This is an optimization exercise on Yosys and OpenROAD, whose aim is small area, not a production implementation.
In this exercise RTL edits were held to simulation tests only and were not proved equivalent to the original.
No driver is modelled on the clock port, so clock power and skew are understated where the tree is cut down; a real chip needs a root buffer or a tree.
No activity file was given, so power comes from the tool's default toggle rates.

`design/flow/flow/run.sh`:
```
#!/bin/bash
# Own layout flow: the standard flow, with three changes to how the
# layout is made:
#  1. after the standard synthesis, the combinational gates between the
#     registers are re-mapped by ABC for area (registers, their names and
#     cell types are kept as the standard synthesis made them);
#  2. the port buffers are the smallest buffer cell (buf_1);
#  3. clock tree synthesis adds no dummy loads.
# Each tool's output goes to a log file of its own in the work folder.
set -euo pipefail
WORK=$(pwd)
RES=$WORK/orfs/results/$FLOW_PLATFORM/jtag_spi_bridge/base
LIB=$FLOW_HOME/platforms/$FLOW_PLATFORM/lib/sky130_fd_sc_hd__tt_025C_1v80.lib

# 1. standard synthesis
bash standard.sh synth > "$WORK/log_1_synth_standard.log" 2>&1
cp "$RES/1_2_yosys.v" "$WORK/synth_standard.v"

# 2. re-map the combinational logic
REOPT_LIB=$LIB REOPT_IN=$WORK/synth_standard.v REOPT_TOP=$FLOW_TOP \
REOPT_STAT=$WORK/reopt_stat.txt REOPT_OUT=$WORK/synth_reopt.v \
  yosys -c "$WORK/flow/reopt.tcl" > "$WORK/log_2_reopt.log" 2>&1
sleep 1
cp "$WORK/synth_reopt.v" "$RES/1_2_yosys.v"
touch "$RES/1_2_yosys.v"
rm -f "$RES/1_synth.odb" "$RES/1_synth.sdc"
bash standard.sh synth > "$WORK/log_3_synth_odb.log" 2>&1

# 3. the rest of the standard flow
export BUFFER_PORTS_ARGS="-buffer_cell sky130_fd_sc_hd__buf_1"
export CTS_ARGS="-sink_clustering_enable -repair_clock_nets -dont_use_dummy_load -sink_clustering_size 30 -sink_clustering_max_diameter 200 -buf_list sky130_fd_sc_hd__clkbuf_8"
bash standard.sh > "$WORK/log_4_layout.log" 2>&1
test -f "$WORK/out/final.def"
```
`design/flow/flow/reopt.tcl`:
```
# Re-map the combinational logic of the standard synthesis netlist for area.
# Registers and tie cells are kept as they are (same instances, names and
# cell types); only the gates between them are re-mapped by ABC.
yosys -import
set LIB $::env(REOPT_LIB)
read_liberty -ignore_miss_func $LIB
read_verilog $::env(REOPT_IN)
hierarchy -top $::env(REOPT_TOP)
setattr -mod -set keep_hierarchy 1 sky130_fd_sc_hd__df* sky130_fd_sc_hd__edf* sky130_fd_sc_hd__sdf* sky130_fd_sc_hd__sed* sky130_fd_sc_hd__dl* sky130_fd_sc_hd__conb*
flatten
opt_clean -purge
techmap
opt -purge
abc -liberty $LIB -dont_use sky130_fd_sc_hd__lpflow_* -dont_use sky130_fd_sc_hd__probe* -script "+strash;dch,-f;map,-a;strash;dch,-f;map,-a;topo"
opt_clean -purge
splitnets
opt_clean -purge
tee -o $::env(REOPT_STAT) stat -liberty $LIB
select $::env(REOPT_TOP)
# drop the cell library's modules, keep only the design
foreach m [tee -q -s result.string select -list-mod sky130_fd_sc_hd__*] { }
write_verilog -noattr -noexpr -nohex -nodec -selected $::env(REOPT_OUT)
```
`design/flow/standard.sh`:
```
#!/bin/bash
# synth_recipe.tcl (not shown) runs the flow's synth.tcl, then flattens the netlist and writes it again
# the make line also repeats each setting of config.mk as NAME=value (left out here)
make -C /OpenROAD-flow-scripts/flow DESIGN_CONFIG=/design/flow/config.mk WORK_HOME=/design/flow/orfs CLKGATE_MAP_FILE= SYNTH_SCRIPT=/design/flow/synth_recipe.tcl "${@:-finish}"
```
`design/flow/config.mk`:
```
export PLATFORM = sky130hd
export DESIGN_NAME = jtag_spi_bridge
export DESIGN_NICKNAME = jtag_spi_bridge
export VERILOG_FILES = /design/flow/design.v
export SDC_FILE = /design/flow/constraint.sdc
export NUM_CORES = 4
export LEC_CHECK = 0
export CAP_MARGIN = 20
export CORE_AREA = 2 2 62 62
export CTS_BUF_LIST = sky130_fd_sc_hd__clkbuf_8
export CTS_CLUSTER_DIAMETER = 200
export CTS_CLUSTER_SIZE = 30
export DIE_AREA = 0 0 64 64
export SLEW_MARGIN = 20
```
`design/flow/constraint.sdc`:
```
create_clock -name core_clock -period 10.0 [get_ports {tck}]
set_input_delay 2.0000 -clock core_clock [delete_from_list [all_inputs] [get_ports {tck}]]
set_output_delay 2.0000 -clock core_clock [all_outputs]
set_load 0.01 [all_outputs]
```
`design/flow/design.v`:
```
module jtag_spi_bridge (
    input  wire tck,
    input  wire tdi,
    input  wire p_shift,
    input  wire p_ce,
    input  wire p_rstn,
    input  wire p_rti1,
    output wire tdo,
    input  wire miso,
    output wire cs_n,
    output wire mosi,
    output wire spi_oe,      
    output wire wp_n,
    output wire hold_n
);
    reg selected;
    always @(posedge tck)
        selected <= p_rstn & (selected | p_rti1);
    wire selected_capture = selected & p_ce & ~p_shift;
    wire selected_shift   = selected & p_shift;
    localparam W = 16;    
    reg        mode;
    reg [W-1:0] bits;      
    reg        mosi_q;
    reg        csn_q;
    reg        tdo_q;
    wire nz   = |bits;
    wire xfer = mode & nz;
    wire sin  = tdi & (selected_shift | nz);
    always @(posedge tck) begin
        mode <= xfer | bits[W-2];
        if (selected_capture)
            bits <= {W{1'b0}};
        else if (xfer)
            bits <= bits - 1'b1;
        else
            bits <= {bits[W-2:0], sin};
    end
    always @(posedge tck) begin
        mosi_q <= tdi;
        csn_q  <= ~xfer;
    end
    always @(negedge tck)
        tdo_q <= miso;
    assign spi_oe = selected;
    assign mosi   = mosi_q;
    assign cs_n   = csn_q;
    assign tdo    = tdo_q;
    assign wp_n   = 1'b1;
    assign hold_n = 1'b1;
endmodule
```
==> results of run 1 <==
flip-flops by register name, summed over array words and instances (netlist names):
register / count
bits: 16
csn_q: 1
mode: 1
mosi_q: 1
selected: 1
tdo_q: 1
placed cells by master, fill, tap and decap left out:
master,n
dfxtp_1,21
nor2_1,17
clkinv_1,17
o21ai_0,15
a21oi_1,12
buf_1,10
nand2_1,8
nor3_1,6
o22ai_1,4
clkbuf_8,3
conb_1,2
nand3_1,1
xnor2_1,1
o21bai_1,1
a2111oi_0,1
o21a_1,1
a22oi_1,1
a211oi_1,1
o211ai_1,1
a32o_1,1
how the worst max path moves through the flow:
stage                to  slack, ns  cells past startpoint
CTS                 tdo       2.24                      1
detailed placement  tdo       2.57                      1
floorplan           tdo       2.67                      0
global route        tdo       2.21                      1
finish              tdo       2.25                      1
global placement    tdo       2.57                      1
power by group through the flow:
stage / Clock, W / Combinational (W) / Sequential, W
after detailed placement: 0.00000136 / 0.0000562 / 0.000135
after floorplan: 0.00000136 / 0.0000471 / 0.000130
after global routing: 0.0000608 / 0.0000650 / 0.000138
after CTS: 0.0000560 / 0.0000567 / 0.000133
final: 0.0000538 / 0.0000562 / 0.000133
after global placement: 0.00000136 / 0.0000526 / 0.000133
through the flow:
step                      hold WS, ns  setup WS (ns)
after global routing            0.517           2.21
after CTS                       0.489           2.24
after global placement          0.461           2.57
after detailed placement        0.469           2.57
after floorplan                 0.441           2.67
final                           0.482           2.25
per-layer routing:
metal,vias to the layer above,track usage [%],share of wire [%]
met1,360,11.0,51
li1,401,-,-
met5,-,0,0
met4,0,0.815,0
met2,14,16.5,45
met3,0,3.17,4.2
area by class of cell:
cell class,count,area share [%]
sequential,21,42.8
multi-input combinational,73,36.8
inverter,16,6.11
tap,46,5.86
clock buffer,3,4.20
timing repair buffer,10,3.82
clock inverter,1,0.382
==> flow_summary.ini, run 1 <==
[power_and_ir_drop]
p_sw_w = 0.0000771
clkPwrFrac_pct = 22.1
leakage_nw = 0.359
p_comb_share_pct = 23.1
p_int_w = 0.000166
power_w = 0.000243
peakVddDrop_v = 0.000119
p_seq_share_pct = 54.7
switching_share_pct = 31.7
powerDensity_nw_per_um2 = 247

[routing]
wl_per_cell_um = 9.98
dr.first_iter.drc_count = 13
via_count = 775
ant_nets = 0
route.detailed.drc = 0
vias_per_cell = 4.56
routed_wl_um = 1700
drt_first_pass_iters = 3

[setup_path]
cpPeakStageDelay_ns = 0.29
cp-startpoint = tdo_q$_DFF_N_
worstSetupStartpointType = flip-flop
path_class = flip-flop to output pin
path_buf_inv = 1
slowest_stage = dfxtp_1
cp.required_ns = 8.00
r2r_slack_ns = 6.13
crit_path_cell_trace = buf_1
reg2reg_from = bits[0]$_SDFF_PP0_
critical_path.endpoint_type = output pin
worstPathMaxFanout = 1
timing.rr.end = bits[8]$_SDFF_PP0_
crit_arrival_ns = 5.75
reg2reg_depth = 18
crit_family = flip-flops

[finish]
register_area_um2 = 420
diodes = 0
area_growth_pct = 16.6
fillCellCount = 372
instances_no_fill = 170
drive_above_1_share_pct = 2.42
stdcell_area_um2 = 982
final_util_pct = 29.0
multi_input_area_um2 = 362
nets = 133

[clocking]
post_cts_resized = 0
cts_tree = yes
numCtsBuffers = 3
path_clk_slew_ns = 0.07
clock_latency_ns = 0.25
postCtsSetupBuffers = 0
cts.sinks = 21
cts_hold_buf = 0
htreeDepth = 1
cts_root_buf = clkbuf_8
clock_path_buffers = 2

[logic_synthesis]
syn_area_um2 = 842
syn_area_per_cell_um2 = 7.66
syn_inst = 110
yosys_warnings = 1

[run_status]
status = no timing/DRC/antenna violations

[sta]
hold_violations = 0
grt_setup_unrepaired = false
tns_ns = 0
drv_slew = 0
finalSetupViolations = 0
skew_ns = 0.00139

[global_routing]
antenna_found_initial = 0
grt_max_degree = 14
grt.overflow.total = 0
grt_pass1_vias = 722
grt_use_total_pct = 9.23
grt_first_pass_wirelength_um = 3040

[worst_hold_path]
hold_end = bits[1]$_SDFF_PP0_
holdPathStages = 1
worstHoldStart = bits[0]$_SDFF_PP0_
hold_class = flip-flop to flip-flop

[die]
start_util_pct = 24.8
dieHeight_um = 64
dieArea_um2 = 4100
coreArea_um2 = 3390
rows = 21
ioPinCount = 13
die_x_um = 64

[place]
place_congestion = 0.690
io_buffers = 10
place_area_um2 = 941
post-place-cells = 167
place_hpwl_um = 1240

[job]
drv_cap = 0
==> inputs of run 2 (changes only) <==
--- a/design/flow/flow/run.sh
+++ b/design/flow/flow/run.sh
@@ -5,7 +5,8 @@
 #     registers are re-mapped by ABC for area (registers, their names and
 #     cell types are kept as the standard synthesis made them);
 #  2. the port buffers are the smallest buffer cell (buf_1);
-#  3. clock tree synthesis adds no dummy loads.
+#  3. the clock tree is a single root buffer (no second level, no dummy
+#     loads).
 # Each tool's output goes to a log file of its own in the work folder.
 set -euo pipefail
 WORK=$(pwd)
@@ -28,6 +29,8 @@
 
 # 3. the rest of the standard flow
 export BUFFER_PORTS_ARGS="-buffer_cell sky130_fd_sc_hd__buf_1"
+export POST_CTS_TCL="$WORK/flow/post_cts.tcl"
+export FLOW_CLOCK_PORT=tck
 export CTS_ARGS="-sink_clustering_enable -repair_clock_nets -dont_use_dummy_load -sink_clustering_size 30 -sink_clustering_max_diameter 200 -buf_list sky130_fd_sc_hd__clkbuf_8"
 bash standard.sh > "$WORK/log_4_layout.log" 2>&1
 test -f "$WORK/out/final.def"
==> design/flow/flow/post_cts.tcl (new file) <==
# After clock tree synthesis: a design this small needs only the root clock
# buffer. Move every load of the second-level clock buffers onto the root
# buffer's output and remove those buffers, so that a single buffer drives
# every register's clock pin (all registers get the same clock arrival).
set block [ord::get_db_block]
set tck_net [$block findNet $::env(FLOW_CLOCK_PORT)]
set root ""
foreach it [$tck_net getITerms] {
  set inst [$it getInst]
  if { [string match "*clkbuf*" [[$inst getMaster] getName]] } { set root $inst }
}
if { $root ne "" } {
  set root_net [[$root findITerm X] getNet]
  set leaves {}
  foreach it [$root_net getITerms] {
    set inst [$it getInst]
    if { $inst ne $root && [string match "*clkbuf*" [[$inst getMaster] getName]] } {
      lappend leaves $inst
    }
  }
  foreach leaf $leaves {
    set leaf_net [[$leaf findITerm X] getNet]
    foreach it [$leaf_net getITerms] {
      if { [$it getInst] ne $leaf } {
        $it disconnect
        $it connect $root_net
      }
    }
    [$leaf findITerm A] disconnect
    [$leaf findITerm X] disconnect
    odb::dbInst_destroy $leaf
    odb::dbNet_destroy $leaf_net
  }
  puts "post_cts: removed [llength $leaves] second-level clock buffers"
}
estimate_parasitics -placement
report_clock_skew
==> run 2 against run 1 <==
Net effect: clock power decreased by 39%; area after synthesis unchanged; largest power group unchanged; non-clock buffer count unchanged; clock skew grew 0.0014 ns; routed wire length rose by 1.2%.
==> flow_summary.ini, run 2 <==
[die]
dieArea_um2 = 4100
dieHeight_um = 64
ioPinCount = 13
coreArea_um2 = 3390
die_x_um = 64
rows = 21
start_util_pct = 24.8

[finish]
multi_input_area_um2 = 362
largest_reg_flops = 16
final_common_cell = dfxtp_1
stdcell_area_um2 = 955
drive_above_1_share_pct = 0.820
register_area_um2 = 420
layout_common_cells = dfxtp_1 (21), nor2_1 (17), clkinv_1 (17)
area_growth_pct = 13.4
diodes = 0
nets = 131
fillCellCount = 375
top_register = bits

[logic_synthesis]
syn_area_per_cell_um2 = 7.66
syn_inst = 110
syn_area_um2 = 842
yosys_warnings = 1

[routing]
dr.first_iter.drc_count = 81
routed_wl_um = 1720
via_count = 804
ant_nets = 0
vias_per_cell = 4.79
drt_first_pass_iters = 5
route.detailed.drc = 0
wl_per_cell_um = 10.2

[global_routing]
antenna_found_initial = 0
grt_first_pass_wirelength_um = 3000
grt_max_degree = 22
grt_use_total_pct = 10.6
grt.overflow.total = 0
grt_pass1_vias = 710

[clocking]
path_clk_slew_ns = 0.13
clock_latency_ns = 0.18
cts.sinks = 21

[setup_path]
crit_arrival_ns = 5.66
cp-startpoint = tdo_q$_DFF_N_
path_class = flip-flop to output pin
critical_path.endpoint_type = output pin
reg2reg_from = bits[0]$_SDFF_PP0_
crit_family = flip-flops
crit_path_cell_trace = buf_1
slowest_stage = dfxtp_1
worstPathMaxFanout = 1
worstSetupStartpointType = flip-flop
cp.required_ns = 8.00
path_buf_inv = 1
cpPeakStageDelay_ns = 0.29
r2r_slack_ns = 6.09

[place]
place_hpwl_um = 1240
place_area_um2 = 941
place_congestion = 0.690
io_buffers = 10

[run_status]
status = no timing/DRC/antenna violations

[power_and_ir_drop]
peakVddDrop_v = 0.0000822
powerDensity_nw_per_um2 = 233
leakage_nw = 0.344

[worst_hold_path]
worstHoldStart = bits[14]$_SDFF_PP0_
hold_class = flip-flop to flip-flop

[sta]
finalSetupViolations = 0
tns_ns = 0
hold_violations = 0
skew_ns = 0.00275
drv_slew = 0
grt_setup_unrepaired = false

[job]
drv_cap = 0
run 2: path summary, 6_finish.rpt:
kind                         endpoint  depth (start not counted)
setup / recovery                  tdo                          1
hold / removal    bits[14]$_SDFF_PP0_                          2
setup reg to reg   bits[8]$_SDFF_PP0_                         18
hold reg to reg   bits[14]$_SDFF_PP0_                          2
run 2: final cells by class:
| class | instances | share of cell area, % |
|---|---|---|
| timing repair buffer | 10 | 3.93 |
| sequential | 21 | 44.0 |
| clock inverter | 1 | 0.393 |
| clock buffer | 1 | 1.44 |
| multi-input combinational | 73 | 37.9 |
| tap | 46 | 6.03 |
| inverter | 16 | 6.29 |
run 2: through the flow:
| stage | hold slack, ns | total power [W] | util [%] | worst slack, ns | std cells |
|---|---|---|---|---|---|
| after floorplan | 0.441 | 0.000178 | - | 2.67 | 111 |
| after global placement | 0.461 | 0.000187 | 27.8 | 2.57 | 167 |
| after detailed placement | 0.469 | 0.000192 | 27.8 | 2.57 | 167 |
| after global routing | 0.524 | 0.000241 | 28.2 | 2.30 | 168 |
| final | 0.491 | 0.000222 | 28.2 | 2.34 | 168 |
run 2: layer usage:
layer / vias up / routed length [um] / track usage, %
met2: 33 / 770 / 19.0
met4: 0 / 10 / 0
met3: 2 / 123 / 1.58
met5: - / 0 / 0
li1: 402 / - / -
met1: 367 / 814 / 14.1
run 2: power by group:
group          internal (W)  switching (W)
sequential         0.000110      0.0000226
clock             0.0000100      0.0000227
combinational     0.0000280      0.0000288
==> inputs of run 3 (changes only) <==
--- a/design/flow/flow/post_cts.tcl
+++ b/design/flow/flow/post_cts.tcl
@@ -32,6 +32,23 @@
     odb::dbNet_destroy $leaf_net
   }
   puts "post_cts: removed [llength $leaves] second-level clock buffers"
+  # put the root buffer at the centre of its loads
+  set sx 0; set sy 0; set n 0
+  foreach it [$root_net getITerms] {
+    set inst [$it getInst]
+    if { $inst ne $root } {
+      set bb [$inst getBBox]
+      set sx [expr { $sx + ([$bb xMin] + [$bb xMax]) / 2 }]
+      set sy [expr { $sy + ([$bb yMin] + [$bb yMax]) / 2 }]
+      incr n
+    }
+  }
+  if { $n > 0 } {
+    $root setPlacementStatus PLACED
+    $root setLocation [expr { $sx / $n }] [expr { $sy / $n }]
+    detailed_placement
+    check_placement -verbose
+  }
 }
 estimate_parasitics -placement
 report_clock_skew
==> run 3 against run 2 <==
Net effect: still clean on timing, DRC and antenna; sequential cell count did not move; combinational power about the same; first-iteration DRC count increased by 3.7%; highest routed layer is now met3.
==> flow_summary.ini, run 3 <==
[power_and_ir_drop]
leakage_nw = 0.344
powerDensity_nw_per_um2 = 233
peakVddDrop_v = 0.0000785

[finish]
fillCellCount = 374
multi_input_area_um2 = 362
layout_common_cells = dfxtp_1 (21), nor2_1 (17), clkinv_1 (17)
top_register = bits
drive_above_1_share_pct = 0.820
largest_reg_flops = 16
nets = 131
area_growth_pct = 13.4
final_util_pct = 28.2
register_area_um2 = 420
instances_no_fill = 168
stdcell_area_um2 = 955
diodes = 0
final_common_cell = dfxtp_1

[setup_path]
critical_path.endpoint_type = output pin
r2r_slack_ns = 6.10
timing.rr.end = bits[8]$_SDFF_PP0_
path_class = flip-flop to output pin
path_buf_inv = 1
worstPathMaxFanout = 1
cp.required_ns = 8.00
reg2reg_depth = 18
cpPeakStageDelay_ns = 0.29
crit_arrival_ns = 5.66
reg2reg_from = bits[0]$_SDFF_PP0_
worstSetupStartpointType = flip-flop
slowest_stage = dfxtp_1
crit_family = flip-flops
crit_path_cell_trace = buf_1

[place]
post-place-cells = 167
place_hpwl_um = 1240
preCtsSetupSlack_ns = 2.57
io_buffers = 10
place_area_um2 = 941
place_congestion = 0.690

[routing]
via_count = 801
routed_wl_um = 1730
wl_per_cell_um = 10.3
vias_per_cell = 4.77
ant_nets = 0
dr.first_iter.drc_count = 84
route.detailed.drc = 0
drt_first_pass_iters = 4

[sta]
skew_ns = 0.00177
fin_ws_ns = 2.34
drv_slew = 0
grt_setup_unrepaired = false
finalSetupViolations = 0
hold_violations = 0
tns_ns = 0

[logic_synthesis]
syn_area_per_cell_um2 = 7.66
yosys_warnings = 1
syn_inst = 110
syn_area_um2 = 842

[global_routing]
grt_first_pass_wirelength_um = 3000
grt_pass1_vias = 710
grt.overflow.total = 0
grt_max_degree = 22
antenna_found_initial = 0
grt_use_total_pct = 10.6

[worst_hold_path]
worstHoldStart = bits[14]$_SDFF_PP0_
hold_end = bits[14]$_SDFF_PP0_
holdPathStages = 2
hold_class = flip-flop to flip-flop

[run_status]
status = no timing/DRC/antenna violations

[job]
drv_cap = 0

[die]
die_x_um = 64
dieArea_um2 = 4100
ioPinCount = 13
dieHeight_um = 64
coreArea_um2 = 3390
start_util_pct = 24.8
rows = 21

[clocking]
path_clk_slew_ns = 0.13
clock_latency_ns = 0.18
cts.sinks = 21
run 3: stage by stage:
| step | total power, W | hold slack (ns) |
|---|---|---|
| 2_1_floorplan | 0.000178 | 0.441 |
| 5_1_grt | 0.000241 | 0.524 |
| 6_report | 0.000223 | 0.491 |
| 3_3_place_gp | 0.000187 | 0.461 |
| 3_5_place_dp | 0.000192 | 0.469 |
run 3: worst min-delay path, stage by stage, from the launching register on:
cell and delay, ns:
dfxtp_1 0.34, nand2_1 0.06, a21oi_1 0.05
run 3: how the worst max path moves through the flow:
| stage | startpoint | depth (start not counted) | end |
|---|---|---|---|
| after global routing | tdo_q$_DFF_N_ | 1 | tdo |
| final | tdo_q$_DFF_N_ | 1 | tdo |
| after floorplan | tdo_q$_DFF_N_ | 0 | tdo |
| after global placement | tdo_q$_DFF_N_ | 1 | tdo |
| after detailed placement | tdo_q$_DFF_N_ | 1 | tdo |
run 3: power breakdown:
| group | leakage [nW] | internal, W | switching [W] |
|---|---|---|---|
| sequential | 0.174 | 0.000110 | 0.0000229 |
| combinational | 0.162 | 0.0000280 | 0.0000288 |
| clock | 0.00876 | 0.0000100 | 0.0000227 |
| total | 0.344 | 0.000148 | 0.0000744 |
run 3: area by class of cell:
| cell class | instances | share of cell area, % |
|---|---|---|
| multi-input cells | 73 | 37.9 |
| flip-flops and latches | 21 | 44.0 |
| repair buffers | 10 | 3.93 |
| inverters | 16 | 6.29 |
| clock buffers | 1 | 1.44 |
| clock inverters | 1 | 0.393 |
| well taps | 46 | 6.03 |
run 3: routing by layer:
layer,up-vias,GRT usage (%),part of all wire [%]
met1,367,14.1,47
met4,0,0,0
li1,401,-,-
met3,0,1.58,8.0
met2,33,19.0,45
met5,-,0,0
==> inputs of run 4 (changes only) <==
--- a/design/flow/flow/run.sh
+++ b/design/flow/flow/run.sh
@@ -31,6 +31,7 @@
 export BUFFER_PORTS_ARGS="-buffer_cell sky130_fd_sc_hd__buf_1"
 export POST_CTS_TCL="$WORK/flow/post_cts.tcl"
 export FLOW_CLOCK_PORT=tck
+export ROOT_CLKBUF=sky130_fd_sc_hd__clkbuf_16
 export CTS_ARGS="-sink_clustering_enable -repair_clock_nets -dont_use_dummy_load -sink_clustering_size 30 -sink_clustering_max_diameter 200 -buf_list sky130_fd_sc_hd__clkbuf_8"
 bash standard.sh > "$WORK/log_4_layout.log" 2>&1
 test -f "$WORK/out/final.def"
--- a/design/flow/flow/post_cts.tcl
+++ b/design/flow/flow/post_cts.tcl
@@ -32,6 +32,9 @@
     odb::dbNet_destroy $leaf_net
   }
   puts "post_cts: removed [llength $leaves] second-level clock buffers"
+  if { [info exists ::env(ROOT_CLKBUF)] } {
+    $root swapMaster [[ord::get_db] findMaster $::env(ROOT_CLKBUF)]
+  }
   # put the root buffer at the centre of its loads
   set sx 0; set sy 0; set n 0
   foreach it [$root_net getITerms] {
==> run 4 against run 3 <==
Net effect: still clean; synthesized cell count unchanged; cell area increased by 1.2%; clock power increased by about 30%; routed wire length increased by 3.5%; sequential share of layout area decreased by 0.51 points; count of clock-buffer cells in the layout unchanged; utilization increased by 0.33 points; area after synthesis unchanged; die area unchanged; register-to-register slack improved by 0.02 ns; critical path depth unchanged; power increased by 4.6%; highest routed layer unchanged.
==> flow_summary.ini, run 4 <==
[routing]
route.detailed.drc = 0
routed_wl_um = 1790
met1_length_um = 838
ant_nets = 0
dr.first_iter.drc_count = 63
met3_length_um = 97
via_count = 798
drt_first_pass_iters = 4
wl_per_cell_um = 10.6
wl_met2_um = 851
vias_per_cell = 4.75
dr.max_layer_used = met3

[global_routing]
grt_pass1_vias = 737
grt_use_total_pct = 10.9
grt.overflow.total = 0
grt_max_degree = 22
grt_first_pass_wirelength_um = 3080
antenna_found_initial = 0

[run_status]
status = no timing/DRC/antenna violations

[logic_synthesis]
syn_area_um2 = 842
syn_area_per_cell_um2 = 7.66
yosys_warnings = 1
syn_inst = 110

[finish]
layout_common_cells = dfxtp_1 (21), nor2_1 (17), clkinv_1 (17)
nets = 131
register_area_um2 = 420
drive_above_1_share_pct = 0.820
final_util_pct = 28.5
fillCellCount = 375
largest_reg_flops = 16
top_register = bits
multi_input_area_um2 = 362
area_growth_pct = 14.7
instances_no_fill = 168
diodes = 0
final_common_cell = dfxtp_1

[sta]
skew_ns = 0.00977
tns_ns = 0
hold_violations = 0
grt_setup_unrepaired = false
drv_slew = 0
finalSetupViolations = 0

[worst_hold_path]
hold_class = flip-flop to flip-flop

[setup_path]
path_buf_inv = 1
path_class = flip-flop to output pin
worstSetupStartpointType = flip-flop
crit_arrival_ns = 5.64
critical_path.endpoint_type = output pin
crit_family = flip-flops
cp.required_ns = 8.00
slowest_stage = dfxtp_1
cpPeakStageDelay_ns = 0.29
crit_path_cell_trace = buf_1
worstPathMaxFanout = 1

[place]
post-place-cells = 167
io_buffers = 10
place_hpwl_um = 1240
place_congestion = 0.690

[die]
coreArea_um2 = 3390
ioPinCount = 13
rows = 21
dieArea_um2 = 4100
start_util_pct = 24.8
die_x_um = 64
dieHeight_um = 64

[clocking]
clock_latency_ns = 0.16
cts.sinks = 21
path_clk_slew_ns = 0.09

[power_and_ir_drop]
leakage_nw = 0.350
powerDensity_nw_per_um2 = 241
peakVddDrop_v = 0.0000787

[job]
drv_cap = 0
## run 4: area by class of cell
type,count,share of cell area [%]
clock inverter,1,0.389
multi-input combinational,73,37.4
sequential,21,43.5
inverter,16,6.22
clock buffer,1,2.59
tap,46,5.96
timing repair buffer,10,3.89
## run 4: final timing paths
kind | start | endpoint | slack, ns | cells past startpoint
setup / recovery | tdo_q$_DFF_N_ | tdo | 2.36 | 1
hold / removal | bits[14]$_SDFF_PP0_ | bits[14]$_SDFF_PP0_ | 0.49 | 2
setup reg to reg | bits[0]$_SDFF_PP0_ | bits[8]$_SDFF_PP0_ | 6.12 | 18
hold reg to reg | bits[14]$_SDFF_PP0_ | bits[14]$_SDFF_PP0_ | 0.49 | 2
## run 4: stage by stage
stage | total power [W] | hold slack, ns | cell area (um^2) | setup slack (ns)
final | 0.000233 | 0.486 | 966 | 2.36
after floorplan | 0.000178 | 0.441 | 846 | 2.67
after detailed placement | 0.000192 | 0.469 | 941 | 2.57
after global placement | 0.000187 | 0.461 | 941 | 2.57
after global routing | 0.000251 | 0.519 | 966 | 2.32
## run 4: report_power, final
group | leakage (nW) | switching, W | internal, W | total (W)
registers | 0.174 | 0.0000228 | 0.000110 | 0.000133
clock network | 0.0139 | 0.0000238 | 0.0000189 | 0.0000426
logic | 0.162 | 0.0000290 | 0.0000280 | 0.0000570
total | 0.350 | 0.0000756 | 0.000157 | 0.000233
## run 4: metal layers
metal	vias up	global-route usage [%]
li1	400	-
met1	371	15.2
met2	27	18.6
met3	0	1.58
met4	0	0.272
met5	-	0
==> inputs of run 5 (changes only) <==
--- a/design/flow/flow/run.sh
+++ b/design/flow/flow/run.sh
@@ -31,7 +31,6 @@
 export BUFFER_PORTS_ARGS="-buffer_cell sky130_fd_sc_hd__buf_1"
 export POST_CTS_TCL="$WORK/flow/post_cts.tcl"
 export FLOW_CLOCK_PORT=tck
-export ROOT_CLKBUF=sky130_fd_sc_hd__clkbuf_16
 export CTS_ARGS="-sink_clustering_enable -repair_clock_nets -dont_use_dummy_load -sink_clustering_size 30 -sink_clustering_max_diameter 200 -buf_list sky130_fd_sc_hd__clkbuf_8"
 bash standard.sh > "$WORK/log_4_layout.log" 2>&1
 test -f "$WORK/out/final.def"
--- a/design/flow/config.mk
+++ b/design/flow/config.mk
@@ -11,4 +11,5 @@
 export CTS_CLUSTER_DIAMETER = 200
 export CTS_CLUSTER_SIZE = 30
 export DIE_AREA = 0 0 64 64
+export PLACE_DENSITY = 0.9
 export SLEW_MARGIN = 20
==> run 5 against run 4 <==
Net effect: power down 5.5%; critical path depth unchanged; still clean; sequential power about the same; non-clock buffer count unchanged; die area unchanged; sequential share of layout area up 0.51 points; critical path type unchanged; sequential cell count unchanged; critical endpoint unchanged; register-to-register slack better by 0.12 ns.
==> flow_summary.ini, run 5 <==
[run_status]
status = no timing/DRC/antenna violations

[setup_path]
crit_family = flip-flops
reg2reg_from = bits[0]$_SDFF_PP0_
path_buf_inv = 1
reg2reg_depth = 18
cpPeakStageDelay_ns = 0.30
path_class = flip-flop to output pin
cp.required_ns = 8.00
worstPathMaxFanout = 1
critical_path.endpoint_type = output pin
slowest_stage = dfxtp_1
r2r_slack_ns = 6.24
cp-startpoint = tdo_q$_DFF_N_
worstSetupStartpointType = flip-flop
timing.rr.end = bits[6]$_SDFF_PP0_
crit_path_cell_trace = buf_1
crit_arrival_ns = 5.66

[finish]
diodes = 0
instances_no_fill = 168
largest_reg_flops = 16
layout_common_cells = dfxtp_1 (21), nor2_1 (17), clkinv_1 (17)
fillCellCount = 368
area_growth_pct = 13.4
final_common_cell = dfxtp_1
drive_above_1_share_pct = 0.820
top_register = bits
nets = 131

[place]
preCtsSetupSlack_ns = 2.56
place_hpwl_um = 1130
io_buffers = 10
post-place-cells = 167
place_congestion = 0.709

[worst_hold_path]
hold_end = mode$_DFF_P_
holdPathStages = 2
worstHoldStart = bits[14]$_SDFF_PP0_
hold_class = flip-flop to flip-flop

[sta]
drv_slew = 0
tns_ns = 0
fin_ws_ns = 2.34
skew_ns = 0.00358
hold_violations = 0
finalSetupViolations = 0
grt_setup_unrepaired = false
timing.hold.ws_ns = 0.483

[clocking]
clock_latency_ns = 0.17
cts.sinks = 21
path_clk_slew_ns = 0.12

[die]
dieArea_um2 = 4100
rows = 21
ioPinCount = 13
dieHeight_um = 64
die_x_um = 64
coreArea_um2 = 3390
start_util_pct = 24.8

[power_and_ir_drop]
power_w = 0.000220
powerDensity_nw_per_um2 = 230
peakVddDrop_v = 0.0000702
leakage_nw = 0.344

[global_routing]
grt_pass1_vias = 658
grt_first_pass_wirelength_um = 2700
grt_use_total_pct = 9.56
grt_max_degree = 22
grt.overflow.total = 0
antenna_found_initial = 0

[routing]
wl_per_cell_um = 9.21
route.detailed.drc = 0
dr.first_iter.drc_count = 29
ant_nets = 0
routed_wl_um = 1550
vias_per_cell = 4.57
via_count = 768
drt_first_pass_iters = 4

[logic_synthesis]
syn_area_per_cell_um2 = 7.66
yosys_warnings = 1
syn_inst = 110
syn_area_um2 = 842

[job]
drv_cap = 0
[run 5: cell type report]
cell class | count | area (um^2) | area share [%]
Timing Repair Buffer | 10 | 37.5 | 3.93
Multi-Input combinational cell | 73 | 362 | 37.9
Clock inverter | 1 | 3.75 | 0.393
Sequential cell | 21 | 420 | 44.0
Tap cell | 46 | 57.6 | 6.03
Clock buffer | 1 | 13.8 | 1.44
Inverter | 16 | 60.1 | 6.29
[run 5: report_power, final]
part | internal (W) | switching (W) | total (W)
logic | 0.0000280 | 0.0000278 | 0.0000558
registers | 0.000110 | 0.0000222 | 0.000133
clock network | 0.00000998 | 0.0000217 | 0.0000317
total | 0.000148 | 0.0000717 | 0.000220
[run 5: worst max-delay path by stage]
stage	cells past startpoint	endpoint	slack (ns)
6_report	1	tdo	2.34
5_1_grt	1	tdo	2.30
3_5_place_dp	1	tdo	2.56
3_3_place_gp	1	tdo	2.56
2_1_floorplan	0	tdo	2.67
[run 5: metrics by stage]
stage                     cell area [um^2]  utilization, %
after floorplan                        846               -
after global placement                 941            27.8
after detailed placement               941            27.8
after global routing                   955            28.2
final                                  955            28.2
[run 5: worst min-delay path, stage by stage, from the launching register on]
cell      delay [ns]
dfxtp_1         0.36
nor2_1          0.06
clkinv_1        0.04
[run 5: routing by layer]
layer / part of all wire (%) / up-vias / GRT usage [%] / routed length [um]
met4: 2.3 / 0 / 3.26 / 36
met3: 6.9 / 6 / 1.76 / 107
met1: 44 / 338 / 11.9 / 678
met5: 0 / - / 0 / 0
met2: 47 / 23 / 16.4 / 726
li1: - / 401 / - / -
==> inputs of run 6 (changes only) <==
--- a/design/flow/design.v
+++ b/design/flow/design.v
@@ -13,28 +13,35 @@
     output wire wp_n,
     output wire hold_n
 );
+    localparam W = 16;    
+    localparam [31:0]  PAT = 32'hAAAA_AAAB;
+    localparam [W-1:0] INV = PAT[W-1:0];
     reg selected;
     always @(posedge tck)
         selected <= p_rstn & (selected | p_rti1);
     wire selected_capture = selected & p_ce & ~p_shift;
     wire selected_shift   = selected & p_shift;
-    localparam W = 16;    
-    reg        mode;
-    reg [W-1:0] bits;      
-    reg        mosi_q;
-    reg        csn_q;
-    reg        tdo_q;
+    reg          mode;
+    reg  [W-1:0] q;                   
+    wire [W-1:0] bits = q ^ INV;      
+    reg          mosi_q;
+    reg          csn_q;
+    reg          tdo_q;
     wire nz   = |bits;
     wire xfer = mode & nz;
     wire sin  = tdi & (selected_shift | nz);
+    reg [W-1:0] bits_next;
+    always @(*) begin
+        if (selected_capture)
+            bits_next = {W{1'b0}};
+        else if (xfer)
+            bits_next = bits - 1'b1;
+        else
+            bits_next = {bits[W-2:0], sin};
+    end
     always @(posedge tck) begin
         mode <= xfer | bits[W-2];
-        if (selected_capture)
-            bits <= {W{1'b0}};
-        else if (xfer)
-            bits <= bits - 1'b1;
-        else
-            bits <= {bits[W-2:0], sin};
+        q    <= bits_next ^ INV;
     end
     always @(posedge tck) begin
         mosi_q <= tdi;
==> run 6 against run 5 <==
Net effect: still clean; area after synthesis is 5.2% higher; via count is 12% higher; global-route usage is 1.3 points higher; first-iteration DRC count is 6.9% higher; sequential cell count stayed put; utilization is 1.3 points higher; count of clock-buffer cells in the layout stayed put; routed wire length is 15% higher; die area stayed put; largest cell class unchanged.
==> flow_summary.ini, run 6 <==
[routing]
via_count = 863
drt_first_pass_iters = 4
dr.first_iter.drc_count = 31
route.detailed.drc = 0
vias_per_cell = 4.96
ant_nets = 0
wl_per_cell_um = 10.2
routed_wl_um = 1780

[setup_path]
crit_path_cell_trace = buf_1
path_buf_inv = 1
cp.required_ns = 8.00
slowest_stage = dfxtp_1
reg2reg_from = q[0]$_DFF_P_
cp.depth = 1
worstPathMaxFanout = 1
path_class = flip-flop to output pin
crit_arrival_ns = 5.65
r2r_slack_ns = 7.24
crit_family = flip-flops
cpPeakStageDelay_ns = 0.29
reg2reg_depth = 16
timing.rr.end = q[1]$_DFF_P_
critical_path.endpoint_type = output pin
worstSetupStartpointType = flip-flop

[sta]
tns_ns = 0
skew_ns = 0.000837
grt_setup_unrepaired = false
hold_violations = 0
timing.hold.ws_ns = 0.469
drv_slew = 0
finalSetupViolations = 0

[finish]
diodes = 0
instances_no_fill = 174
fillCellCount = 359
nets = 137
largest_reg_flops = 16
area_growth_pct = 12.7
final_common_cell = clkinv_1
drive_above_1_share_pct = 0.781
top_register = q
stdcell_area_um2 = 998
layout_common_cells = clkinv_1 (22), dfxtp_1 (21), nor2_1 (16)

[worst_hold_path]
hold_end = q[10]$_SDFF_PP0_
hold_class = flip-flop to flip-flop
holdPathStages = 1
worstHoldStart = q[9]$_DFF_P_

[global_routing]
grt_max_degree = 22
grt_use_total_pct = 10.8
grt_pass1_vias = 776
grt_first_pass_wirelength_um = 3160
grt.overflow.total = 0
antenna_found_initial = 0

[logic_synthesis]
syn_inst = 116
yosys_warnings = 1
syn_area_per_cell_um2 = 7.64
syn_area_um2 = 886

[power_and_ir_drop]
peakVddDrop_v = 0.000183
power_w = 0.000273
leakage_nw = 0.355
powerDensity_nw_per_um2 = 273

[die]
die_x_um = 64
ioPinCount = 13
start_util_pct = 26.1
dieArea_um2 = 4100
rows = 21
coreArea_um2 = 3390
dieHeight_um = 64

[place]
post-place-cells = 173
io_buffers = 10
place_congestion = 0.773
place_hpwl_um = 1250
place_area_um2 = 985

[run_status]
status = no timing/DRC/antenna violations

[job]
drv_cap = 0

[clocking]
clock_latency_ns = 0.18
cts.sinks = 21
path_clk_slew_ns = 0.13
## run 6: changes by cell type in the layout (fill, tap and decap cells not counted), sizes merged, moves of 3 or more
cell	before	now
nand2	8	11
a21oi	12	8
a31oi	0	5
o21ai	15	8
clkinv	17	22
## run 6: worst max path at each step
stage / from / endpoint
2_1_floorplan: tdo_q$_DFF_N_ / tdo
3_3_place_gp: tdo_q$_DFF_N_ / tdo
3_5_place_dp: tdo_q$_DFF_N_ / tdo
5_1_grt: tdo_q$_DFF_N_ / tdo
6_report: tdo_q$_DFF_N_ / tdo
## run 6: layout make-up
class | count | area, um^2 | area share, %
Inverter | 21 | 78.8 | 7.89
Clock buffer | 1 | 13.8 | 1.38
Multi-Input combinational cell | 74 | 387 | 38.7
Timing Repair Buffer | 10 | 37.5 | 3.76
Sequential cell | 21 | 420 | 42.1
Tap cell | 46 | 57.6 | 5.76
Clock inverter | 1 | 3.75 | 0.376
## run 6: power by group
| group | switching [W] | internal [W] |
|---|---|---|
| clock network | 0.0000229 | 0.0000100 |
| logic | 0.0000594 | 0.0000420 |
| registers | 0.0000245 | 0.000114 |
## run 6: metal layers
layer / routed length [um] / vias up / GRT usage [%] / part of all wire, %
met5: 0 / - / 0 / 0
li1: - / 430 / - / -
met3: 137 / 9 / 1.06 / 7.7
met1: 727 / 382 / 12.9 / 41
met2: 846 / 42 / 20.3 / 48
met4: 65 / 0 / 2.99 / 3.7
## run 6: through the flow
| step | utilization (%) | worst slack, ns |
|---|---|---|
| after floorplan | - | 2.67 |
| after detailed placement | 29.1 | 2.57 |
| final | 29.5 | 2.35 |
| after global placement | 29.1 | 2.58 |
| after global routing | 29.5 | 2.28 |
